This is an optimization exercise on Yosys and OpenROAD, whose aim is small area, a short achievable clock period and few clock cycles, not a production implementation. Only simulation tests tie the RTL to the original design; equivalence was not proved.

`flow/constraint.sdc`:
```
create_clock -name core_clock -period 300.0 [get_ports {clk}]
set_input_delay 60.0000 -clock core_clock [delete_from_list [all_inputs] [get_ports {clk}]]
set_output_delay 60.0000 -clock core_clock [all_outputs]
set_load 0.01 [all_outputs]
```
`flow/design.v`:
```
module zf_b2u (
    input  wire [31:0] x,
    output wire [33:0] y
);
    wire [7:0] ex = x[30:23];
    wire [8:0] eb;
    wire       eb_co;
    zf_rca #(9) u_eb (.a({1'b0, ex}), .b(9'd23), .ci(1'b0), .s(eb), .co(eb_co));
    assign y = (ex == 8'hff) ? {x[31], 9'h1ff, 1'b1, x[22:0]} :
               (ex == 8'h00) ? {x[31], (x[22:0] == 0) ? 9'd0 : 9'd24, 1'b0, x[22:0]} :
                               {x[31], eb, 1'b1, x[22:0]};
endmodule
module zf_n2u (
    input  wire [32:0] x,
    output wire [33:0] y
);
    assign y = {x[32:23], (x[31:23] != 9'd0), x[22:0]};
endmodule
module zf_b2n (
    input  wire [31:0] x,
    output reg  [32:0] y
);
    wire [7:0] ex = x[30:23];
    reg  [22:0] t;
    reg  [4:0]  lz;
    always @* begin
        t = x[22:0];
        lz = 5'd0;
        if (t[22:7] == 0) begin t = t << 16; lz = lz + 5'd16; end
        if (t[22:15] == 0) begin t = t << 8; lz = lz + 5'd8; end
        if (t[22:19] == 0) begin t = t << 4; lz = lz + 5'd4; end
        if (t[22:21] == 0) begin t = t << 2; lz = lz + 5'd2; end
        if (t[22] == 0)    begin t = t << 1; lz = lz + 5'd1; end
        if (ex == 8'hff)
            y = {x[31], 9'h1ff, x[22:0]};
        else if (ex != 8'h00)
            y = {x[31], {1'b0, ex} + 9'd23, x[22:0]};
        else if (x[22:0] == 0)
            y = {x[31], 32'd0};
        else
            y = {x[31], 9'd23 - {4'd0, lz}, t[21:0], 1'b0};
    end
endmodule
module zf_add_front (
    input  wire [33:0] a,
    input  wire [33:0] b,
    output wire        swap,
    output wire [33:0] x,
    output wire        z_sp,      
    output reg  [25:0] t,
    output reg         st
);
    zf_gt #(33) u_cmp (.a(b[32:0]), .b(a[32:0]), .gt(swap));
    assign x = swap ? b : a;
    wire [33:0] z = swap ? a : b;
    assign z_sp = (z[32:24] == 9'h1ff);
    wire [8:0]  d;
    wire        d_co;
    zf_rca #(9) u_d (.a(x[32:24]), .b(~z[32:24]), .ci(1'b1), .s(d), .co(d_co));
    always @* begin
        t  = {z[23:0], 2'b00};
        st = 1'b0;
        if (d[0]) begin st = st | t[0];        t = t >> 1;  end
        if (d[1]) begin st = st | (|t[1:0]);   t = t >> 2;  end
        if (d[2]) begin st = st | (|t[3:0]);   t = t >> 4;  end
        if (d[3]) begin st = st | (|t[7:0]);   t = t >> 8;  end
        if (d[4]) begin st = st | (|t[15:0]);  t = t >> 16; end
        if (|d[8:5]) begin st = st | (|t);     t = 26'd0;   end
    end
endmodule
module zf_add_back (
    input  wire        xs,
    input  wire [32:0] x,         
    input  wire        z_sp,
    input  wire        sub,
    input  wire [25:0] t,
    input  wire        st,
    output reg  [32:0] y
);
    wire [27:0] ma  = {1'b0, x[23:0], 3'b000};
    wire [27:0] mb  = {1'b0, t, st};
    wire [27:0] sum;
    wire        s_co;
    zf_rca #(28) u_sum (.a(ma), .b(mb ^ {28{sub}}), .ci(sub), .s(sum), .co(s_co));
    reg  [27:0] n;
    reg  [4:0]  lz;
    always @* begin
        n  = sum;
        lz = 5'd0;
        if (n[27:12] == 0) begin n = n << 16; lz[4] = 1'b1; end
        if (n[27:20] == 0) begin n = n << 8;  lz[3] = 1'b1; end
        if (n[27:24] == 0) begin n = n << 4;  lz[2] = 1'b1; end
        if (n[27:26] == 0) begin n = n << 2;  lz[1] = 1'b1; end
        if (n[27] == 0)    begin n = n << 1;  lz[0] = 1'b1; end
    end
    wire [9:0]  e0;
    wire        e0_co;
    zf_rca #(10) u_e0 (.a({1'b0, x[32:24]}), .b(~{5'd0, lz}), .ci(1'b1), .s(e0), .co(e0_co));
    wire        inc = n[3] & ((|n[2:0]) | n[4]);
    wire [32:0] pk;
    wire        pk_co;
    wire [23:0] mr;
    wire        mr_co;
    zf_incf #(24, 6) u_mr (.a(n[27:4]), .ci(inc), .s(mr), .co(mr_co));
    zf_rca #(10) u_pke (.a(e0), .b(10'd1), .ci(mr_co), .s(pk[32:23]), .co(pk_co));
    assign pk[22:0] = mr[22:0];
    wire        ovf;
    zf_gt #(10) u_ovf (.a(pk[32:23]), .b(10'd277), .gt(ovf));
    always @* begin
        if (x[32:24] == 9'h1ff)
            y = {xs, 9'h1ff, x[22] | (sub & z_sp), x[21:0]};
        else if (sum == 28'd0)
            y = {xs & ~sub, 32'd0};
        else if (ovf)
            y = {xs, 9'h1ff, 23'd0};
        else
            y = {xs, pk[31:0]};
    end
endmodule
module zf_add (
    input  wire [33:0] a,
    input  wire [33:0] b,
    output wire [32:0] y
);
    wire        swap, z_sp, st;
    wire [33:0] x;
    wire [25:0] t;
    zf_add_front u_f (.a(a), .b(b), .swap(swap), .x(x), .z_sp(z_sp), .t(t), .st(st));
    zf_add_back  u_b (.xs(x[33]), .x(x[32:0]), .z_sp(z_sp), .sub(a[33] ^ b[33]),
                      .t(t), .st(st), .y(y));
endmodule
module zf_addsub (
    input  wire [33:0] a,
    input  wire [33:0] b,
    output wire [32:0] ys,        
    output wire [32:0] yd         
);
    wire        swap, z_sp, st;
    wire [33:0] x;
    wire [25:0] t;
    wire        sub = a[33] ^ b[33];
    zf_add_front u_f (.a(a), .b(b), .swap(swap), .x(x), .z_sp(z_sp), .t(t), .st(st));
    zf_add_back  u_s (.xs(x[33]), .x(x[32:0]), .z_sp(z_sp), .sub(sub),
                      .t(t), .st(st), .y(ys));
    zf_add_back  u_d (.xs(x[33] ^ swap), .x(x[32:0]), .z_sp(z_sp), .sub(~sub),
                      .t(t), .st(st), .y(yd));
endmodule
module zf_mul24 (
    input  wire [23:0] a,
    input  wire [23:0] b,
    output reg  [47:0] p
);
    reg [47:0] s, c, pp, ns, nc;
    reg        cy;
    integer    i, j;
    always @* begin
        s = 48'd0;
        c = 48'd0;
        for (i = 0; i < 24; i = i + 1) begin
            pp = {24'd0, a & {24{b[i]}}} << i;
            ns = s ^ c ^ pp;
            nc = (s & c) | (s & pp) | (c & pp);
            s  = ns;
            c  = {nc[46:0], 1'b0};
        end
        cy = 1'b0;
        for (j = 0; j < 48; j = j + 1) begin
            p[j] = s[j] ^ c[j] ^ cy;
            cy   = (s[j] & c[j]) | (s[j] & cy) | (c[j] & cy);
        end
    end
endmodule
module zf_mul (
    input  wire [32:0] a,
    input  wire [32:0] b,
    output reg  [32:0] y
);
    wire        s    = a[32] ^ b[32];
    wire        a_z  = (a[31:23] == 9'd0);
    wire        b_z  = (b[31:23] == 9'd0);
    wire        a_s  = (a[31:23] == 9'h1ff);
    wire        b_s  = (b[31:23] == 9'h1ff);
    wire        a_n  = a_s & (a[22:0] != 0);
    wire        b_n  = b_s & (b[22:0] != 0);
    wire [47:0] p;
    zf_mul24 u_m (.a({1'b1, a[22:0]}), .b({1'b1, b[22:0]}), .p(p));
    wire        hi = p[47];
    wire [24:0] v  = hi ? p[47:23] : p[46:22];
    wire        sb = hi ? (|p[22:0]) : (|p[21:0]);
    wire [10:0] esum;
    wire        es_co;
    zf_rca #(11) u_es (.a({2'd0, a[31:23]}), .b({2'd0, b[31:23]}), .ci(hi), .s(esum), .co(es_co));
    wire [10:0] en;
    wire        en_co;
    zf_rca #(11) u_en (.a(esum), .b(11'h76a), .ci(1'b0), .s(en), .co(en_co));    
    wire        neg_e   = en[10];
    wire        lt24;
    zf_gt #(10) u_lt24 (.a(10'd24), .b(en[9:0]), .gt(lt24));
    wire        sub_rng = neg_e | lt24;
    wire [4:0]  k25;
    wire        k25_co;
    zf_rca #(5) u_k25 (.a(5'd25), .b(~en[4:0]), .ci(1'b1), .s(k25), .co(k25_co));
    wire [4:0]  kp = sub_rng ? k25 : 5'd1;
    wire [25:0] th = ~(26'h3ffffff << kp);      
    wire [25:0] vk  = {1'b0, v};
    wire [25:0] th1 = {1'b0, th[25:1]};             
    wire [25:0] ohg = th & ~th1;                     
    wire [25:0] ohl = ~th & {th[24:0], 1'b0};        
    wire [25:0] kept = vk & ~th;
    wire        g   = |(vk & ohg);
    wire        st  = sb | (|(vk & th1));
    wire        lsb = |(vk & ohl);
    wire        inc = g & (st | lsb);
    wire [25:0] inj = ohl & {26{inc}};
    reg  [25:0] r;
    reg         c;
    integer     i;
    always @* begin
        c = 1'b0;
        for (i = 0; i < 26; i = i + 1) begin
            c    = c | inj[i];
            r[i] = kept[i] ^ c;
            c    = c & kept[i];
        end
    end
    wire [9:0]  ef;
    wire        ef_co;
    zf_inc #(10) u_ef (.a(en[9:0]), .ci(r[25]), .s(ef), .co(ef_co));
    wire [22:0] ff = r[25] ? 23'd0 : r[23:1];
    wire        ef_ovf;
    zf_gt #(10) u_eovf (.a(ef), .b(10'd277), .gt(ef_ovf));
    always @* begin
        if (a_n || b_n || (a_s && b_z) || (b_s && a_z))
            y = {1'b0, 9'h1ff, 23'h400000};
        else if (a_s || b_s)
            y = {s, 9'h1ff, 23'd0};
        else if (a_z || b_z || neg_e || r == 26'd0)
            y = {s, 32'd0};
        else if (ef_ovf)
            y = {s, 9'h1ff, 23'd0};
        else
            y = {s, ef[8:0], ff};
    end
endmodule
module zf_i2f (
    input  wire [31:0] i,
    output reg  [32:0] y
);
    wire        s = i[31];
    wire [31:0] m;
    wire        m_co;
    zf_inc #(32) u_neg (.a(i ^ {32{s}}), .ci(s), .s(m), .co(m_co));
    reg  [31:0] n;
    reg  [4:0]  lz;
    always @* begin
        n  = m;
        lz = 5'd0;
        if (n[31:16] == 0) begin n = n << 16; lz[4] = 1'b1; end
        if (n[31:24] == 0) begin n = n << 8;  lz[3] = 1'b1; end
        if (n[31:28] == 0) begin n = n << 4;  lz[2] = 1'b1; end
        if (n[31:30] == 0) begin n = n << 2;  lz[1] = 1'b1; end
        if (n[31] == 0)    begin n = n << 1;  lz[0] = 1'b1; end
    end
    wire [8:0]  e0;
    wire        e0_co;
    zf_rca #(9) u_e0 (.a(9'd149), .b({4'd0, ~lz}), .ci(1'b0), .s(e0), .co(e0_co));
    wire        inc = n[7] & ((|n[6:0]) | n[8]);
    wire [31:0] pk;
    wire        pk_co;
    zf_rca #(32) u_pk (.a({e0, 23'd0}), .b({8'd0, n[31:8]}), .ci(inc), .s(pk), .co(pk_co));
    always @* begin
        if (m == 32'd0) y = 33'd0;
        else            y = {s, pk};
    end
endmodule
module zf_f2i (
    input  wire [32:0] x,
    output reg  [31:0] y
);
    wire [8:0]  e = x[31:23];
    wire [4:0]  t;                            
    wire        t_co;
    zf_rca #(5) u_t (.a(e[4:0]), .b(5'd10), .ci(1'b0), .s(t), .co(t_co));
    wire        e_big, e_small;
    zf_gt #(9) u_big (.a(e), .b(9'd180), .gt(e_big));
    zf_gt #(9) u_sml (.a(9'd150), .b(e), .gt(e_small));
    wire [54:0] sh = {31'd0, 1'b1, x[22:0]} << t;
    wire [31:0] mag = sh[54:23];
    wire [31:0] sg;
    wire        sg_co;
    zf_inc #(32) u_neg (.a(mag ^ {32{x[32]}}), .ci(x[32]), .s(sg), .co(sg_co));
    always @* begin
        if (e_big)
            y = 32'h80000000;
        else if (e_small)
            y = 32'd0;
        else
            y = sg;
    end
endmodule
module zf_clamp (
    input  wire [32:0] x,
    input  wire [32:0] m,
    output wire [32:0] y
);
    wire nan = ((x[31:23] == 9'h1ff) && (x[22:0] != 0)) ||
               ((m[31:23] == 9'h1ff) && (m[22:0] != 0));
    wire gtm, ltm;
    zf_gt #(32) u_gt (.a(x[31:0]), .b(m[31:0]), .gt(gtm));
    zf_gt #(32) u_lt (.a(m[31:0]), .b(x[31:0]), .gt(ltm));
    wire bz  = (x[31:23] == 9'd0) && (m[31:23] == 9'd0);
    wire sx  = x[32];
    wire sm  = m[32];
    wire above = !nan && (sx ? (sm & ltm) : (sm ? !bz : gtm));
    wire below = !nan && (sx ? (sm ? !bz : gtm) : (sm & ltm));
    assign y = above ? m : (below ? {~m[32], m[31:0]} : x);
endmodule
module zf_rca #(parameter W = 8) (
    input  wire [W-1:0] a,
    input  wire [W-1:0] b,
    input  wire         ci,
    output wire [W-1:0] s,
    output wire         co
);
    wire [W:0]   c;
    wire [W-1:0] p = a ^ b;
    wire [W-1:0] g = a & b;
    assign c[0] = ci;
    genvar j;
    generate
        if (W <= 12) begin : g_small
            for (j = 0; j < W; j = j + 1) begin : g_b
                assign c[j+1] = (a[j] & b[j]) | (a[j] & c[j]) | (b[j] & c[j]);
            end
        end else begin : g_wide
            reg [W:0] cc;
            integer k;
            always @* begin
                cc[0] = ci;
                for (k = 0; k < W; k = k + 1)
                    cc[k+1] = g[k] | (p[k] & cc[k]);
            end
            assign c[W:1] = cc[W:1];
        end
    endgenerate
    assign s  = p ^ c[W-1:0];
    assign co = c[W];
endmodule
module zf_inc #(parameter W = 8) (
    input  wire [W-1:0] a,
    input  wire         ci,
    output wire [W-1:0] s,
    output wire         co
);
    reg [W:0] c;
    integer k;
    always @* begin
        c[0] = ci;
        for (k = 0; k < W; k = k + 1)
            c[k+1] = a[k] & c[k];
    end
    assign s  = a ^ c[W-1:0];
    assign co = c[W];
endmodule
module zf_gt #(parameter W = 8) (
    input  wire [W-1:0] a,
    input  wire [W-1:0] b,
    output wire         gt
);
    wire [W-1:0] g = a & ~b;
    wire [W-1:0] p = a | ~b;
    reg  [W:0]   c;
    integer k;
    always @* begin
        c[0] = 1'b0;
        for (k = 0; k < W; k = k + 1)
            c[k+1] = g[k] | (p[k] & c[k]);
    end
    assign gt = c[W];
endmodule
module zf_incf #(parameter W = 8, parameter B = 6) (
    input  wire [W-1:0] a,
    input  wire         ci,
    output wire [W-1:0] s,
    output reg          co
);
    reg  [W-1:0] pa;       
    reg  [W-1:0] c;
    reg          bc;       
    integer j;
    always @* begin
        bc = ci;
        for (j = 0; j < W; j = j + 1) begin
            if (j % B == 0) begin
                if (j > 0) bc = bc & pa[j-1] & a[j-1];
                pa[j] = 1'b1;
            end else begin
                pa[j] = pa[j-1] & a[j-1];
            end
            c[j] = bc & pa[j];
        end
        co = bc & pa[W-1] & a[W-1];
    end
    assign s = a ^ c;
endmodule
module zpid_pid_a (
    input  wire [32:0] kp,
    input  wire [32:0] ki,
    input  wire [32:0] kd,
    input  wire [32:0] acc_in,
    input  wire [32:0] last_err,
    input  wire [32:0] e,
    output wire [32:0] acc,
    output wire [32:0] p,
    output wire [32:0] i,
    output wire [32:0] d
);
    wire [32:0] de;
    wire [33:0] e_u, acc_in_u, nlast_u;
    zf_n2u c0 (.x(e), .y(e_u));
    zf_n2u c1 (.x(acc_in), .y(acc_in_u));
    zf_n2u c2 (.x({~last_err[32], last_err[31:0]}), .y(nlast_u));
    zf_add u_acc (.a(acc_in_u), .b(e_u), .y(acc));
    zf_add u_de  (.a(e_u), .b(nlast_u), .y(de));
    zf_mul u_pm  (.a(kp), .b(e), .y(p));
    zf_mul u_im  (.a(ki), .b(acc), .y(i));
    zf_mul u_dm  (.a(kd), .b(de), .y(d));
endmodule
module zpid_pid_b (
    input  wire [32:0] iout_max,
    input  wire [32:0] p,
    input  wire [32:0] i,
    output wire [32:0] pi
);
    wire [32:0] it;
    wire [33:0] p_u, it_u;
    zf_clamp u_ic (.x(i), .m(iout_max), .y(it));
    zf_n2u c0 (.x(p), .y(p_u));
    zf_n2u c1 (.x(it), .y(it_u));
    zf_add u_pi (.a(p_u), .b(it_u), .y(pi));
endmodule
module zpid_pid_c (
    input  wire [32:0] out_max,
    input  wire [32:0] pi,
    input  wire [32:0] d,
    output wire [32:0] out
);
    wire [32:0] u;
    wire [33:0] pi_u, d_u;
    zf_n2u c0 (.x(pi), .y(pi_u));
    zf_n2u c1 (.x(d), .y(d_u));
    zf_add u_u (.a(pi_u), .b(d_u), .y(u));
    zf_clamp u_oc (.x(u), .m(out_max), .y(out));
endmodule
module zpid_sum2 (
    input  wire [32:0] p,
    input  wire [32:0] it,
    output wire [32:0] pi
);
    wire [33:0] p_u, it_u;
    zf_n2u c0 (.x(p), .y(p_u));
    zf_n2u c1 (.x(it), .y(it_u));
    zf_add u_pi (.a(p_u), .b(it_u), .y(pi));
endmodule
module zpid_pid_e (
    input  wire [33:0] tgt_u,
    input  wire [32:0] fb,
    input  wire [32:0] acc_in,
    input  wire [32:0] last_err,
    output wire [32:0] e,
    output wire [32:0] acc,
    output wire [32:0] de
);
    wire [33:0] nfb_u, e_u, acc_u, nerr_u;
    zf_n2u c0 (.x({~fb[32], fb[31:0]}), .y(nfb_u));
    zf_add u_e (.a(tgt_u), .b(nfb_u), .y(e));
    zf_n2u c1 (.x(e), .y(e_u));
    zf_n2u c2 (.x(acc_in), .y(acc_u));
    zf_n2u c3 (.x({~last_err[32], last_err[31:0]}), .y(nerr_u));
    zf_add u_acc (.a(acc_u), .b(e_u), .y(acc));
    zf_add u_de  (.a(e_u), .b(nerr_u), .y(de));
endmodule
module zpid_pid_m (
    input  wire [32:0] kp,
    input  wire [32:0] ki,
    input  wire [32:0] kd,
    input  wire [32:0] iout_max,
    input  wire [32:0] e,
    input  wire [32:0] acc,
    input  wire [32:0] de,
    output wire [32:0] p,
    output wire [32:0] it,
    output wire [32:0] d
);
    wire [32:0] i;
    zf_mul u_pm (.a(kp), .b(e), .y(p));
    zf_mul u_im (.a(ki), .b(acc), .y(i));
    zf_mul u_dm (.a(kd), .b(de), .y(d));
    zf_clamp u_ic (.x(i), .m(iout_max), .y(it));
endmodule
module zpid_pid_ad (
    input  wire [32:0] e,
    input  wire [32:0] acc_in,
    input  wire [32:0] last_err,
    output wire [32:0] acc,
    output wire [32:0] de
);
    wire [33:0] e_u, acc_u, nerr_u;
    zf_n2u c1 (.x(e), .y(e_u));
    zf_n2u c2 (.x(acc_in), .y(acc_u));
    zf_n2u c3 (.x({~last_err[32], last_err[31:0]}), .y(nerr_u));
    zf_add u_acc (.a(acc_u), .b(e_u), .y(acc));
    zf_add u_de  (.a(e_u), .b(nerr_u), .y(de));
endmodule
module zpid_err (
    input  wire [33:0] tgt_u,
    input  wire [32:0] fb,
    output wire [32:0] e
);
    wire [33:0] nfb_u;
    zf_n2u c0 (.x({~fb[32], fb[31:0]}), .y(nfb_u));
    zf_add u_e (.a(tgt_u), .b(nfb_u), .y(e));
endmodule
module zpid_ctrl (
    input  wire         clk,
    input  wire         rst,
    input  wire         op_valid,
    input  wire [2:0]   op,
    output wire         op_ready,
    input  wire [127:0] fb_in,      
    input  wire [95:0]  tgt_in,     
    input  wire [319:0] gain_in,    
    output reg          done,
    output reg          cmd_valid,
    output reg  [127:0] cmd_out,    
    output reg  [95:0]  vel_out     
);
    localparam [2:0] OP_INIT  = 3'b001;
    localparam [2:0] OP_GAINS = 3'b010;
    localparam [2:0] OP_TICK  = 3'b011;
    localparam [33:0] U_ONE  = {1'b0, 9'd150, 1'b1, 23'd0};
    localparam [33:0] U_500  = {1'b0, 9'd158, 1'b1, 23'h7a0000};
    localparam [33:0] U_2000 = {1'b0, 9'd160, 1'b1, 23'h7a0000};
    genvar gk;
    integer k;
    reg        initialized;
    reg        pend;             
    reg [31:0] gp [0:9];         
    reg [33:0] gb0 [0:9];        
    reg [33:0] gb1 [0:9];        
    reg        cur;              
    reg [12:0] v;                
    reg [12:0] ph;               
    reg [12:0] ini;              
    reg [12:0] bk;               
    wire [33:0] gc [0:9];        
    wire [9:0]  g_sub, gp_sub;
    generate
        for (gk = 0; gk < 10; gk = gk + 1) begin : g_flags
            assign gc[gk]     = cur ? gb1[gk] : gb0[gk];
            assign g_sub[gk]  = !gc[gk][23] && (gc[gk][22:0] != 23'd0);
            assign gp_sub[gk] = (gp[gk][30:23] == 8'd0) && (gp[gk][22:0] != 23'd0);
        end
    endgenerate
    reg  busy;                   
    reg  gps;                    
    reg  pnew;                   
    wire used = |(v[11:1] & (bk[11:1] ^ {11{cur}}));
    wire xfer = pend && !used && !pnew;
    wire s1a  = v[1] & ~ph[1];
    wire s7b  = v[7] & ph[7];
    wire s8a  = v[8] & ~ph[8];
    wire [9:0] g_left;
    generate
        for (gk = 0; gk < 10; gk = gk + 1) begin : g_lf
            assign g_left[gk] = g_sub[gk] && !gc[gk][22] && (gc[gk][21:0] != 22'd0);
        end
    endgenerate
    reg  ready_r;
    assign op_ready = ready_r;
    wire acc_op = op_valid && op_ready;
    wire a_tick = acc_op && (op == OP_TICK);
    wire a_gain = acc_op && (op == OP_GAINS);
    wire a_init = acc_op && (op == OP_INIT);
    wire [33:0] gp_u [0:9];
    wire [33:0] g_shl [0:9];     
    generate
        for (gk = 0; gk < 10; gk = gk + 1) begin : g_conv
            zf_b2u u_c (.x(gp[gk]), .y(gp_u[gk]));
            wire [8:0] dn;
            wire       dco;
            zf_inc #(9) u_d (.a(~gc[gk][32:24]), .ci(1'b1), .s(dn), .co(dco));
            assign g_shl[gk] = {gc[gk][33], ~dn, gc[gk][22:0], 1'b0};
        end
    endgenerate
    wire        busy_n = xfer ? gps : |g_left;
    wire        pend_n = a_gain | (pend & ~xfer);
    wire        cur_n  = cur ^ xfer;
    wire [11:1] v_n    = {v[10:8], s7b | s8a, v[6:1], a_tick | s1a};
    wire [11:1] bk_n   = {bk[10:8], bk[7], bk[6:1], s1a ? bk[1] : cur_n};
    wire        used_n = |(v_n & (bk_n ^ {11{cur_n}}));
    wire        xfer_n = pend_n && !used_n && !a_gain;
    wire        ready_n = !busy_n && !a_tick && (!pend_n || (xfer_n && !(|gp_sub)));
    always @(posedge clk) begin
        if (rst) begin
            ready_r     <= 1'b1;
            initialized <= 1'b0;
            pend        <= 1'b0;
            cur         <= 1'b0;
            busy        <= 1'b0;
            pnew        <= 1'b0;
            v           <= 13'd0;
            gb0[0] <= U_ONE; gb0[1] <= U_ONE; gb0[2] <= U_ONE; gb0[3] <= U_500; gb0[4] <= U_2000;
            gb0[5] <= U_ONE; gb0[6] <= U_ONE; gb0[7] <= U_ONE; gb0[8] <= U_500; gb0[9] <= U_2000;
        end else begin
            if (a_init) initialized <= 1'b1;
            pend <= a_gain | (pend & ~xfer);
            pnew <= a_gain;
            busy <= busy_n;
            ready_r <= ready_n;
            v    <= {v[11:8], s7b | s8a, v[6:1], a_tick | s1a, 1'b0};
            if (xfer) cur <= ~cur;
            for (k = 0; k < 10; k = k + 1) begin
                if (xfer) begin
                    if (cur) gb0[k] <= gp_u[k];
                end else if (g_sub[k]) begin
                    if (!cur) gb0[k] <= g_shl[k];
                end
            end
        end
    end
    always @(posedge clk) begin
        for (k = 0; k < 10; k = k + 1) begin
            if (xfer) begin
                if (!cur) gb1[k] <= gp_u[k];
            end else if (g_sub[k]) begin
                if (cur) gb1[k] <= g_shl[k];
            end
        end
    end
    always @(posedge clk) begin
        ph  <= {ph[11:8],  s8a,    ph[6:1],  s1a,    1'b0};
        ini <= {ini[11:8], ini[7], ini[6:1], s1a ? ini[1] : initialized, 1'b0};
        bk  <= {bk[11:8],  bk[7],  bk[6:1],  s1a ? bk[1] : (cur ^ xfer), 1'b0};
        if (!pend || xfer)
            for (k = 0; k < 10; k = k + 1)
                gp[k] <= gain_in[32*k +: 32];
        gps <= |gp_sub;
    end
    wire [32:0] g_n [0:9];
    generate
        for (gk = 0; gk < 10; gk = gk + 1) begin : g_n_fmt
            localparam integer ST = (gk < 4) ? 4 : (gk == 4) ? 6 : (gk < 9) ? 10 : 12;
            wire [33:0] gs = bk[ST] ? gb1[gk] : gb0[gk];
            assign g_n[gk] = {gs[33:24], gs[22:0]};
        end
    endgenerate
    reg [127:0] fb1;
    reg [95:0]  tgt1;
    always @(posedge clk) begin
        if (op_ready) begin
            fb1  <= fb_in;
            tgt1 <= tgt_in;
        end
    end
    wire [33:0] m0 = {{2{fb1[31]}},  fb1[31:0]};
    wire [33:0] m1 = {{2{fb1[63]}},  fb1[63:32]};
    wire [33:0] m2 = {{2{fb1[95]}},  fb1[95:64]};
    wire [33:0] m3 = {{2{fb1[127]}}, fb1[127:96]};
    wire [33:0] s01, s23, d10, d23, sx, sy, sz;
    wire [6:0]  vco;
    zf_rca #(34) u_s01 (.a(m0),  .b(m1),   .ci(1'b0), .s(s01), .co(vco[0]));
    zf_rca #(34) u_s23 (.a(m2),  .b(m3),   .ci(1'b0), .s(s23), .co(vco[1]));
    zf_rca #(34) u_d10 (.a(m1),  .b(~m0),  .ci(1'b1), .s(d10), .co(vco[2]));
    zf_rca #(34) u_d23 (.a(m2),  .b(~m3),  .ci(1'b1), .s(d23), .co(vco[3]));
    zf_rca #(34) u_sx  (.a(s01), .b(s23),  .ci(1'b0), .s(sx),  .co(vco[4]));
    zf_rca #(34) u_sy  (.a(d10), .b(d23),  .ci(1'b0), .s(sy),  .co(vco[5]));
    zf_rca #(34) u_sz  (.a(d10), .b(~d23), .ci(1'b1), .s(sz),  .co(vco[6]));
    wire [95:0] vel1;
    wire [2:0]  qco;
    zf_inc #(32) u_qx (.a(sx[33:2]), .ci(sx[33] & (|sx[1:0])), .s(vel1[31:0]),  .co(qco[0]));
    zf_inc #(32) u_qy (.a(sy[33:2]), .ci(sy[33] & (|sy[1:0])), .s(vel1[63:32]), .co(qco[1]));
    zf_inc #(32) u_qz (.a(sz[33:2]), .ci(sz[33] & (|sz[1:0])), .s(vel1[95:64]), .co(qco[2]));
    wire        h1 = ph[1];
    wire [31:0] vl0 = h1 ? vel1[95:64] : vel1[31:0];
    wire [32:0] vf1_0, vf1_1;
    zf_i2f u_i2f0 (.i(vl0), .y(vf1_0));
    zf_i2f u_i2f1 (.i(vel1[63:32]), .y(vf1_1));
    wire [127:0] sd1 = h1 ? {fb1[127:64], 32'd0, vel1[95:64]} : {fb1[63:0], vel1[63:0]};
    reg [32:0]  vf2_0, vf2_1;
    reg [31:0]  tg2_0, tg2_1;
    reg [127:0] sd2;
    always @(posedge clk) begin
        vf2_0 <= vf1_0;
        vf2_1 <= vf1_1;
        tg2_0 <= h1 ? tgt1[95:64] : tgt1[31:0];
        tg2_1 <= tgt1[63:32];
        sd2   <= sd1;
    end
    wire [33:0] t2_u0, t2_u1;
    zf_b2u u_t2_0 (.x(tg2_0), .y(t2_u0));
    zf_b2u u_t2_1 (.x(tg2_1), .y(t2_u1));
    wire [65:0] e_o2;
    zpid_err u_e2_0 (.tgt_u(t2_u0), .fb(vf2_0), .e(e_o2[32:0]));
    zpid_err u_e2_1 (.tgt_u(t2_u1), .fb(vf2_1), .e(e_o2[65:33]));
    reg [65:0]  e_o3;
    reg [127:0] sd3;
    always @(posedge clk) begin
        e_o3 <= e_o2;
        sd3  <= sd2;
    end
    reg  [32:0] acc_st [0:6];
    reg  [32:0] err_st [0:6];
    wire        h3 = ph[3];
    wire [65:0] acc_o3, de_o3;
    zpid_pid_ad u_a3_0 (.e(e_o3[32:0]), .acc_in(h3 ? acc_st[2] : acc_st[0]), .last_err(h3 ? err_st[2] : err_st[0]),
                        .acc(acc_o3[32:0]), .de(de_o3[32:0]));
    zpid_pid_ad u_a3_1 (.e(e_o3[65:33]), .acc_in(acc_st[1]), .last_err(err_st[1]),
                        .acc(acc_o3[65:33]), .de(de_o3[65:33]));
    reg [65:0]  e_o4, acc_o4, de_o4;
    reg [127:0] sd4;
    always @(posedge clk) begin
        e_o4   <= e_o3;
        acc_o4 <= acc_o3;
        de_o4  <= de_o3;
        sd4    <= sd3;
    end
    wire [65:0] p_o4, it_o4, d_o4;
    generate
        for (gk = 0; gk < 2; gk = gk + 1) begin : g_s4
            zpid_pid_m u_m (.kp(g_n[0]), .ki(g_n[1]), .kd(g_n[2]), .iout_max(g_n[3]),
                            .e(e_o4[33*gk +: 33]), .acc(acc_o4[33*gk +: 33]), .de(de_o4[33*gk +: 33]),
                            .p(p_o4[33*gk +: 33]), .it(it_o4[33*gk +: 33]), .d(d_o4[33*gk +: 33]));
        end
    endgenerate
    reg [65:0]  p_o5, it_o5, d_o5;
    reg [127:0] sd5;
    always @(posedge clk) begin
        p_o5  <= p_o4;
        it_o5 <= it_o4;
        d_o5  <= d_o4;
        sd5   <= sd4;
    end
    wire [65:0] pi_o5;
    zpid_sum2 u_s5_0 (.p(p_o5[32:0]),  .it(it_o5[32:0]),  .pi(pi_o5[32:0]));
    zpid_sum2 u_s5_1 (.p(p_o5[65:33]), .it(it_o5[65:33]), .pi(pi_o5[65:33]));
    reg [65:0]  pi_o6, d_o6;
    reg [127:0] sd6;
    always @(posedge clk) begin
        pi_o6 <= pi_o5;
        d_o6  <= d_o5;
        sd6   <= sd5;
    end
    wire [65:0] tv6;
    zpid_pid_c u_c6_0 (.out_max(g_n[4]), .pi(pi_o6[32:0]),  .d(d_o6[32:0]),  .out(tv6[32:0]));
    zpid_pid_c u_c6_1 (.out_max(g_n[4]), .pi(pi_o6[65:33]), .d(d_o6[65:33]), .out(tv6[65:33]));
    reg [65:0]  tv7;
    reg [127:0] sd7;
    always @(posedge clk) begin
        tv7 <= tv6;
        sd7 <= sd6;
    end
    wire        h7 = ph[7];
    reg  [32:0] sa7, sb7;
    wire [33:0] x0_u, x1_u, tv2_u, sb_u;
    wire [32:0] r0s, r0d, r1s, r1d;
    zf_n2u c_x0 (.x(h7 ? sa7 : tv7[32:0]), .y(x0_u));
    zf_n2u c_x1 (.x(tv7[65:33]), .y(x1_u));
    zf_n2u c_t2 (.x(tv7[32:0]), .y(tv2_u));
    zf_n2u c_sb (.x(sb7), .y(sb_u));
    zf_addsub u_m0 (.a(x0_u), .b(h7 ? tv2_u : x1_u), .ys(r0s), .yd(r0d));
    zf_addsub u_m1 (.a(sb_u), .b(tv2_u), .ys(r1s), .yd(r1d));
    always @(posedge clk) begin
        if (!h7) begin
            sa7 <= r0s;
            sb7 <= r0d;
        end
    end
    wire [32:0] fbf7_0, fbf7_1;
    zf_i2f u_i2f7_0 (.i(sd7[95:64]),  .y(fbf7_0));
    zf_i2f u_i2f7_1 (.i(sd7[127:96]), .y(fbf7_1));
    reg [65:0]  tm8, tmh;
    reg [129:0] sd7d, sd8;
    always @(posedge clk) begin
        if (h7) begin
            tm8 <= {r0s, r1d};                   
            tmh <= {r1s, r0d};                   
        end else begin
            tm8 <= tmh;
        end
        sd7d <= {fbf7_1, fbf7_0, sd7[63:0]};
        sd8  <= sd7d;
    end
    wire [33:0] tm8_u0, tm8_u1;
    zf_n2u c_tm0 (.x(tm8[32:0]),  .y(tm8_u0));
    zf_n2u c_tm1 (.x(tm8[65:33]), .y(tm8_u1));
    wire [65:0] e_i8;
    zpid_err u_e8_0 (.tgt_u(tm8_u0), .fb(sd8[96:64]),  .e(e_i8[32:0]));
    zpid_err u_e8_1 (.tgt_u(tm8_u1), .fb(sd8[129:97]), .e(e_i8[65:33]));
    reg [65:0] e_i9;
    reg [63:0] vl9;
    always @(posedge clk) begin
        e_i9 <= e_i8;
        vl9  <= sd8[63:0];
    end
    wire        h9 = ph[9];
    wire [65:0] acc_i9, de_i9;
    zpid_pid_ad u_a9_0 (.e(e_i9[32:0]), .acc_in(h9 ? acc_st[5] : acc_st[3]), .last_err(h9 ? err_st[5] : err_st[3]),
                        .acc(acc_i9[32:0]), .de(de_i9[32:0]));
    zpid_pid_ad u_a9_1 (.e(e_i9[65:33]), .acc_in(h9 ? acc_st[6] : acc_st[4]), .last_err(h9 ? err_st[6] : err_st[4]),
                        .acc(acc_i9[65:33]), .de(de_i9[65:33]));
    always @(posedge clk) begin
        if (rst) begin
            for (k = 0; k < 7; k = k + 1) begin
                acc_st[k] <= 33'd0;
                err_st[k] <= 33'd0;
            end
        end else begin
            if (v[3] && ini[3]) begin
                if (h3) begin
                    acc_st[2] <= acc_o3[32:0];
                    err_st[2] <= e_o3[32:0];
                end else begin
                    acc_st[0] <= acc_o3[32:0];
                    err_st[0] <= e_o3[32:0];
                    acc_st[1] <= acc_o3[65:33];
                    err_st[1] <= e_o3[65:33];
                end
            end
            if (v[9] && ini[9]) begin
                if (h9) begin
                    acc_st[5] <= acc_i9[32:0];
                    err_st[5] <= e_i9[32:0];
                    acc_st[6] <= acc_i9[65:33];
                    err_st[6] <= e_i9[65:33];
                end else begin
                    acc_st[3] <= acc_i9[32:0];
                    err_st[3] <= e_i9[32:0];
                    acc_st[4] <= acc_i9[65:33];
                    err_st[4] <= e_i9[65:33];
                end
            end
        end
    end
    reg [65:0] e_i10, acc_i10, de_i10;
    reg [63:0] vl10;
    always @(posedge clk) begin
        e_i10   <= e_i9;
        acc_i10 <= acc_i9;
        de_i10  <= de_i9;
        vl10    <= vl9;
    end
    wire [65:0] p_i10, it_i10, d_i10;
    generate
        for (gk = 0; gk < 2; gk = gk + 1) begin : g_s10
            zpid_pid_m u_m (.kp(g_n[5]), .ki(g_n[6]), .kd(g_n[7]), .iout_max(g_n[8]),
                            .e(e_i10[33*gk +: 33]), .acc(acc_i10[33*gk +: 33]), .de(de_i10[33*gk +: 33]),
                            .p(p_i10[33*gk +: 33]), .it(it_i10[33*gk +: 33]), .d(d_i10[33*gk +: 33]));
        end
    endgenerate
    reg [65:0] p_i11, it_i11, d_i11;
    reg [63:0] vl11;
    always @(posedge clk) begin
        p_i11  <= p_i10;
        it_i11 <= it_i10;
        d_i11  <= d_i10;
        vl11   <= vl10;
    end
    wire [65:0] pi_i11;
    zpid_sum2 u_s11_0 (.p(p_i11[32:0]),  .it(it_i11[32:0]),  .pi(pi_i11[32:0]));
    zpid_sum2 u_s11_1 (.p(p_i11[65:33]), .it(it_i11[65:33]), .pi(pi_i11[65:33]));
    reg [65:0] pi_i12, d_i12;
    reg [63:0] vl12;
    always @(posedge clk) begin
        pi_i12 <= pi_i11;
        d_i12  <= d_i11;
        vl12   <= vl11;
    end
    wire [65:0] o12;
    zpid_pid_c u_c12_0 (.out_max(g_n[9]), .pi(pi_i12[32:0]),  .d(d_i12[32:0]),  .out(o12[32:0]));
    zpid_pid_c u_c12_1 (.out_max(g_n[9]), .pi(pi_i12[65:33]), .d(d_i12[65:33]), .out(o12[65:33]));
    wire [63:0] cmd12;
    zf_f2i u_f2i0 (.x(o12[32:0]),  .y(cmd12[31:0]));
    zf_f2i u_f2i1 (.x(o12[65:33]), .y(cmd12[63:32]));
    wire h12 = ph[12];
    always @(posedge clk) begin
        if (rst) begin
            done      <= 1'b0;
            cmd_valid <= 1'b0;
            cmd_out   <= 128'd0;
        end else begin
            done      <= v[12] & h12;
            cmd_valid <= ini[12];
            if (v[12]) begin
                if (h12) cmd_out[127:64] <= ini[12] ? cmd12 : 64'd0;
                else     cmd_out[63:0]   <= ini[12] ? cmd12 : 64'd0;
            end
        end
        if (v[12]) begin
            if (h12) vel_out[95:64] <= vl12[31:0];
            else     vel_out[63:0]  <= vl12;
        end
    end
endmodule
```
`flow/run.sh`:
```
#!/bin/bash
# synth_recipe.tcl (not shown) runs the flow's synth.tcl, then flattens the netlist and writes it again
# the make line also repeats each setting of config.mk as NAME=value (left out here)
make -C /OpenROAD-flow-scripts/flow DESIGN_CONFIG=/design/flow/config.mk WORK_HOME=/design/flow/orfs CLKGATE_MAP_FILE= SYNTH_SCRIPT=/design/flow/synth_recipe.tcl finish
```
`flow/config.mk`:
```
export PLATFORM = sky130hd
export DESIGN_NAME = zpid_ctrl
export DESIGN_NICKNAME = zpid_ctrl
export VERILOG_FILES = /design/flow/design.v
export SDC_FILE = /design/flow/constraint.sdc
export NUM_CORES = 8
export LEC_CHECK = 0
export ABC_AREA = 1
export ABC_CLOCK_PERIOD_IN_PS = 50000
export CAP_MARGIN = 30
export CORE_MARGIN = 2
export CORE_UTILIZATION = 55
export PLACE_DENSITY = 0.65
export SLEW_MARGIN = 30
```
==> results of run 1 <==
-- metrics by stage --
step                hold slack (ps)
finish                          198
global route                    196
CTS                             187
detailed placement              312
global placement                310
floorplan                       310
-- cells in the mapped netlist (all sizes together) (621+ instances only) --
cell	instances	area, sq um
o21ai	8444	42300
a21oi	1770	8880
nand2	20532	77100
nand4	1114	6980
nor4	621	3920
clkbuf	3409	12800
dfxtp	3713	74300
fa	7332	147000
ha	2408	30100
nand3	1928	9660
edfxtp	1113	33400
inv	10877	40800
nor2	4877	18300
-- final cells by class --
class / instances / area share [%]
inverters: 11000 / 7.16
flip-flops and latches: 4826 / 18.7
repair buffers: 2004 / 3.05
well taps: 12922 / 2.80
multi-input cells: 52620 / 64.5
diodes: 925 / 0.401
clock inverters: 281 / 0.604
clock buffers: 741 / 2.78
-- state kept, by name, summed over array words and instances, names as in the netlist, 96 cells and up --
name and flops:
cmd_out 128, sd3 128, sd6 128, fb1 128, gp 320, vel_out 96
gb0 340, sd4 128, sd7d 128, gb1 340, acc_st 231, sd5 128
sd8 128, err_st 231, sd7 128, sd2 128, tgt1 96
-- routing by layer --
| metal | routed length [microns] | track usage [%] |
|---|---|---|
| met1 | 759000 | 49.5 |
| met2 | 844000 | 60.1 |
| met3 | 157000 | 6.92 |
| met4 | 161000 | 26.3 |
| met5 | 377 | 0 |
-- cell families after synthesis --
kind of cell,after synthesis,share of synthesized area [%]
multiplexers,158,0.298
AO/OA/AOI/OAI,11996,12.1
XOR/XNOR,600,0.985
flip-flops,4826,20.2
adder cells (fa/ha/maj),9759,33.1
AND/OR/NAND/NOR,30107,22.9
buffers and inverters,14802,10.4
-- critical path: cells and delay by family --
| kind | cells | cell delay, ps |
|---|---|---|
| AO/OA/AOI/OAI | 2 | 360 |
| buffers and inverters | 5 | 2680 |
-- layout by cell type (no fill, tap or decap), drive strengths merged, types with 144 or more instances in the layout --
master / Yosys / final
clkbuf: 3409 / 745
o211ai: 167 / 167
edfxtp: 1113 / 1113
o21ai: 8444 / 8444
o22ai: 241 / 241
clkinv: 123 / 259
nor3: 390 / 390
diode: 0 / 925
nor4: 621 / 621
buf: 393 / 1225
inv: 10877 / 10951
o21bai: 251 / 251
nand2: 20532 / 20532
dfxtp: 3713 / 3713
ha: 2408 / 2408
or2: 348 / 348
fa: 7332 / 7332
a31oi: 261 / 261
a21oi: 1770 / 1770
nand3: 1928 / 1928
nand4: 1114 / 1114
xor2: 495 / 495
nor2: 4877 / 4877
mux2i: 149 / 149
o221ai: 144 / 144
clkdlybuf4s50: 0 / 775
-- path summary, 6_finish.rpt --
| check | depth (start not counted) | to | startpoint | slack (ps) |
|---|---|---|---|---|
| max | 7 | gb0[7][16]$_SDFFE_PP0P_ | rst | 237390 |
| min | 0 | vl9[22]$_DFF_P_ | sd8[22]$_DFF_P_ | 200 |
| max reg2reg | 190 | it_i11[50]$_DFF_P_ | bk[10]$_DFF_P_ | 252880 |
| min reg2reg | 0 | vl9[22]$_DFF_P_ | sd8[22]$_DFF_P_ | 200 |
==> run notes, run 1 <==
via density per instance: 5.60
area added between synthesis and finish: 7.94%
proportion of synthesized chip area in sequential cells: 20.2%
crit path kind: input port to flip-flop
period utilization: 20.9%
clock latency at the later pin of the worst-skew pair: 1190 ps
register cell area after layout: 0.108 sq mm
final total negative setup slack: 0 ps
overall die area: 0.979 sq mm
count of flip-flops with a built-in enable after synthesis: 1113
instance count of the mapped netlist: 72248
IO Pins: 777
share of cells above drive strength 1: 4.17%
Initial Util: 55.1%
Resize count post-CTS: 0
width of the chip: 990 microns
status: complete, no violations
number of buffers on the longest clock path: 5
wire length per cell after detailed routing: 22.5 microns
dpl cell area: 0.554 sq mm
net count of the mapped netlist: 82538
worst slack, placed: 236510 ps
vias in the first global route: 455811
clock tree from TritonCTS: yes
FMAX: 16.0 MHz
clock buffer count from CTS: 570
Max-Slew Margin vs Limit: 16.7%
Layout Cells excl Fill: 85319
placed instance count: 83353
combined area of all synthesized cells: 0.534 sq mm
Mapped Avg Cell Area: 7.39 sq um
final wirelength: 1920000 microns
clock sinks: 4826
crit-path max FO: 170
Final Wtd Congestion: 1.05
max incr delay on CP: 730 ps
FF+latch count, synth: 4826
final net count: 81312
initial antenna violation count: 182
Post-synth top flop: dfxtp_1
maximum capacitance violations: 0
worst-case clock skew: 136 ps
CTS HTree Levels: 6
Final Hold Fails: 0
Residual DRC: 0
CTS clk-pin slew, worst paths: 70 ps
post-route cell area: 0.577 sq mm
number of inserted filler cells in the final layout: 91901
critical path startpoint category: input port
core box area: 0.970 sq mm
Buffers on Ports: 776
setup repair after global routing missed its margin: false
Final ANT Viol Nets: 0
gr ovfl total: 0
total number of vias: 478140
first-pass detailed-route iteration total: 9
first-pass GRT wire length: 2870000 microns
hold-fix buffer count after cts: 0
number of distinct library cells after synthesis: 84
critical path data required time: 300940 ps
Final setup violation count: 0
kind of end point of the critical path: flip-flop
share of async-settable or async-resettable flops after synthesis: 0%
highest-delay cell along the critical path: buf_4
multi-input combinational cell area: 0.372 sq mm
Root Buffer Master: clkbuf_16
Most common cell on crit path: buf_4
Cell Rows: 362
initial drt markers: 47562
post-layout min period: 62610 ps
Warnings, synthesis: 28
transition time at the pin with the least slew margin: 1230 ps
max-slew violation total from the final report: 0
vertical extent of the die: 990 microns
half-perimeter wire length after placement: 1570000 microns
worst setup slack after layout: 237390 ps
buffers inserted by post-CTS timing repair: 0
pin count of the biggest net entering global routing: 171
worst hold path type: flip-flop to flip-flop
final design utilization: 59.5%
CP Data Arrival Time: 63550 ps
total global-route track usage: 38.7%
list of cells traversed by the critical path: buf_8 -> inv_8 -> buf_12 -> buf_4 -> buf_4 -> o21ai_0 -> a21oi_1
Testbench counts, summed over its fixed seeds: cycles 3,992.
==> inputs of run 2 (changes only) <==
--- a/flow/config.mk
+++ b/flow/config.mk
@@ -8,7 +8,8 @@
 export ABC_AREA = 1
 export ABC_CLOCK_PERIOD_IN_PS = 50000
-export CAP_MARGIN = 30
+export CAP_MARGIN = 20
 export CORE_MARGIN = 2
-export CORE_UTILIZATION = 55
-export PLACE_DENSITY = 0.65
-export SLEW_MARGIN = 30
+export CORE_UTILIZATION = 58
+export CTS_CLUSTER_SIZE = 40
+export PLACE_DENSITY = 0.66
+export SLEW_MARGIN = 20
==> run 2 against run 1 <==
Compared with the run above:
- the layout now fails its checks (capacitance limit, slew limit)
- register-to-register slack got worse by 630 ps
- flip-flop and latch count stayed put
- area after synthesis stayed put
- core utilization is 2.9 points higher
- worst hold slack gained 5.3 ps
- highest routed layer unchanged
==> run notes, run 2 <==
post-route cell area: 0.573 sq mm (was 0.577 sq mm)
most common library cells after synthesis: nand2_1, inv_1, o21ai_0 (unchanged)
worst reg-to-reg setup slack: 252250 ps (was 252880 ps)
FF+latch count, synth: 4826 (unchanged)
number of inserted filler cells in the final layout: 84963 (was 91901)
most frequent cell after synthesis: nand2_1 (unchanged)
worst hold path type: flip-flop to flip-flop (unchanged)
instance count of the mapped netlist: 72248 (unchanged)
period utilization: 20.9% (about the same)
max incr delay on CP: 810 ps (was 730 ps)
count of flip-flops with a built-in enable after synthesis: 1113 (unchanged)
worst setup slack after layout: 237200 ps (was 237390 ps)
placed instance count: 82517 (was 83353)
post-layout min period: 62800 ps (was 62610 ps)
layout checks that failed: capacitance limit, slew limit
transition time at the pin with the least slew margin: 1580 ps (was 1230 ps)
clock latency at the later pin of the worst-skew pair: 1180 ps (was 1190 ps)
clock tree from TritonCTS: yes (unchanged)
initial antenna violation count: 213 (was 182)
dpl cell area: 0.552 sq mm (was 0.554 sq mm)
setup repair after global routing missed its margin: false (unchanged)
most frequent cells in the layout: nand2_1, inv_1, o21ai_0, fa_1, nor2_1 (unchanged)
CTS HTree Levels: 6 (unchanged)
Final ANT Viol Nets: 0 (unchanged)
pin count of the biggest net entering global routing: 203 (was 171)
most common cell after layout, fill and taps aside: nand2_1 (unchanged)
kind of end point of the critical path: flip-flop (unchanged)
most area-hungry cell type in the Yosys netlist: fa_1 (unchanged)
clock sinks: 4826 (unchanged)
share of cells above drive strength 1: 3.83% (was 4.17%)
Final setup violation count: 0 (unchanged)
proportion of netlist area held by the largest area contributor: 27.5% (unchanged)
total number of vias: 477539 (was 478140)
crit-path max FO: 143 (was 170)
CP Data Arrival Time: 63790 ps (was 63550 ps)
gr ovfl total: 0 (unchanged)
number of buffers and inverters on the critical path: 5 (unchanged)
Initial Util: 58.2% (was 55.1%)
crit path kind: input port to flip-flop (unchanged)
final wirelength: 1870000 microns (was 1920000 microns)
proportion of synthesized chip area in sequential cells: 20.2% (unchanged)
Buffers on Ports: 776 (unchanged)
area added between synthesis and finish: 7.24% (was 7.94%)
Max-Slew Margin vs Limit: -6.08% (was 16.7%)
Hold Path End: sd5[39]$_DFF_P_ (was vl9[22]$_DFF_P_)
number of distinct library cells after synthesis: 84 (unchanged)
final net count: 81172 (was 81312)
Warnings, synthesis: 28 (unchanged)
Resize count post-CTS: 0 (unchanged)
hold-fix buffer count after cts: 0 (unchanged)
number of buffers on the longest clock path: 5 (unchanged)
Mapped Avg Cell Area: 7.39 sq um (unchanged)
Final Hold Fails: 0 (unchanged)
Top Family by Delay on Critical Path: buffers and inverters (unchanged)
Fin Hold WS: 204 ps (was 198 ps)
worst slack, placed: 236250 ps (was 236510 ps)
vias in the first global route: 458548 (was 455811)
total global-route track usage: 39.8% (was 38.7%)
highest-delay cell along the critical path: buf_4 (unchanged)
beginning of the worst hold path: sd4[39]$_DFF_P_ (was sd8[22]$_DFF_P_)
critical path data required time: 300990 ps (was 300940 ps)
Post-synth top flop: dfxtp_1 (unchanged)
initial drt markers: 45851 (was 47562)
Most common cell on crit path: buf_4 (unchanged)
Cell Rows: 352 (was 362)
overall die area: 0.929 sq mm (was 0.979 sq mm)
registers with the most flip-flops: gb0 (340), gb1 (340), gp (320) (unchanged)
net count of the mapped netlist: 82538 (unchanged)
wire length per cell after detailed routing: 22.2 microns (was 22.5 microns)
critical path startpoint category: input port (unchanged)
status: complete, but fails checks (was complete, no violations)
Final Wtd Congestion: 1.06 (was 1.05)
clock buffer count from CTS: 568 (was 570)
width of the chip: 964 microns (was 990 microns)
list of cells traversed by the critical path: buf_8 -> inv_8 -> buf_4 -> buf_4 -> buf_4 -> o21ai_0 -> a21oi_1 (was buf_8 -> inv_8 -> buf_12 -> buf_4 -> buf_4 -> o21ai_0 -> a21oi_1)
top area cells in the synthesized netlist: fa_1, nand2_1, dfxtp_1 (unchanged)
CTS clk-pin slew, worst paths: 70 ps (about the same)
Root Buffer Master: clkbuf_16 (unchanged)
number of instances on the worst hold path: 0 (unchanged)
final total negative setup slack: 0 ps (unchanged)
worst-case clock skew: 164 ps (was 136 ps)
buffers inserted by post-CTS timing repair: 0 (unchanged)
Residual DRC: 0 (unchanged)
combined area of all synthesized cells: 0.534 sq mm (unchanged)
via density per instance: 5.68 (was 5.60)
maximum capacitance violations: 1 (was 0)
FMAX: 15.9 MHz (was 16.0 MHz)
Layout Cells excl Fill: 84070 (was 85319)
core box area: 0.918 sq mm (was 0.970 sq mm)
Critical R2R Capture: it_i11[52]$_DFF_P_ (was it_i11[50]$_DFF_P_)
worst r2r src: bk[10]$_DFF_P_ (unchanged)
max-slew violation total from the final report: 10 (was 0)
IO Pins: 777 (unchanged)
number of cells on the worst reg-to-reg path: 190 (unchanged)
first-pass GRT wire length: 2810000 microns (was 2870000 microns)
vertical extent of the die: 964 microns (was 990 microns)
half-perimeter wire length after placement: 1530000 microns (was 1570000 microns)
share of async-settable or async-resettable flops after synthesis: 0% (unchanged)
first-pass detailed-route iteration total: 9 (unchanged)
==> run 2: changes by cell type in the layout (fill, tap and decap cells not counted), moves of 10 or more <==
| cell | change |
|---|---|
| dfxtp_1 | +58 |
| buf_4 | -101 |
| o21ai_1 | -74 |
| clkinv_1 | -17 |
| dfxtp_2 | -58 |
| o21ai_2 | -37 |
| buf_16 | -16 |
| diode_2 | -397 |
| o21ai_0 | +111 |
| nand2_1 | +10 |
| clkbuf_8 | +25 |
| inv_8 | -12 |
| buf_8 | -10 |
==> run 2: worst max-delay path by stage <==
stage,start,endpoint,slack (ps),cells past startpoint
2_1_floorplan,ready_r$_SDFF_PP1_,op_ready,234720,0
3_3_place_gp,rst,cmd_out[22]$_SDFFE_PP0P_,236250,7
3_5_place_dp,rst,gb0[7][13]$_SDFFE_PP0P_,236250,7
4_1_cts,rst,cmd_out[80]$_SDFFE_PP0P_,237360,7
5_1_grt,rst,cmd_out[24]$_SDFFE_PP0P_,237050,7
6_report,rst,cmd_out[80]$_SDFFE_PP0P_,237200,7
==> run 2: logic make-up (layout without fill, tap and decap cells) <==
logic type	after synthesis	count (layout)	synth area share [%]
compound gates	11996	11996	12.1
flops	4826	4826	20.2
xor+xnor	600	600	0.985
other cells	0	528	0
buf+inv	14802	13883	10.4
mux	158	158	0.298
simple gates	30107	30107	22.9
fa+ha+maj	9759	9759	33.1
==> run 2: metal layers <==
layer | share of wire (%) | global-route usage [%] | vias to the layer above | wire length [microns]
met4 | 9.5 | 30.6 | 78 | 178000
met5 | 0.028 | 0 | - | 515
met2 | 44 | 62.5 | 18993 | 825000
li1 | - | - | 224623 | -
met1 | 38 | 48.9 | 229253 | 710000
met3 | 8.3 | 7.32 | 4592 | 155000
==> run 2: metrics by stage <==
step | utilization (%)
after global routing | 62.4
after CTS | 62.2
final | 62.4
after detailed placement | 60.1
after global placement | 60.1
after floorplan | -
==> run 2: area by class of cell <==
class                           instances  area, sq um  share of cell area, %
Antenna cell                          528         1320                  0.231
Clock buffer                          758        16300                   2.85
Clock inverter                        259         3300                  0.576
Inverter                            11000        41300                   7.21
Multi-Input combinational cell      52620       372000                   64.9
Sequential cell                      4826       108000                   18.8
Tap cell                            12213        15300                   2.67
Timing Repair Buffer                 1866        16000                   2.80

## static timing again, ports no longer ideal
In the flow no input, the clock included, has a driving cell. The finished layouts below were timed again as built, in two steps. Step 1 (the two cells are an assumption about what drives the block):
set clk [get_ports {clk}]
set_driving_cell -lib_cell sky130_fd_sc_hd__clkbuf_16 $clk
set_driving_cell -lib_cell sky130_fd_sc_hd__buf_2 [delete_from_list [all_inputs] $clk]
Step 2 times the ports against the registers' clock, not the clock port: input delays grow and output delays shrink by t, the midpoint of the rising clock arrivals with the driver on. a / b / c = ideal / step 1 / step 2; a / b = the first two.
run | t (ns) | slack for setup (ns) | pins driven straight from the clock port
run 1 | 1.270 | 237.394 / 237.389 / 236.251 | 1
run 2 | 1.270 | 237.199 / 237.342 / 236.072 | 1
The setup slack of run 1, which loses most, moves by -0.005 ns with the drivers and by -1.143 ns with both steps.
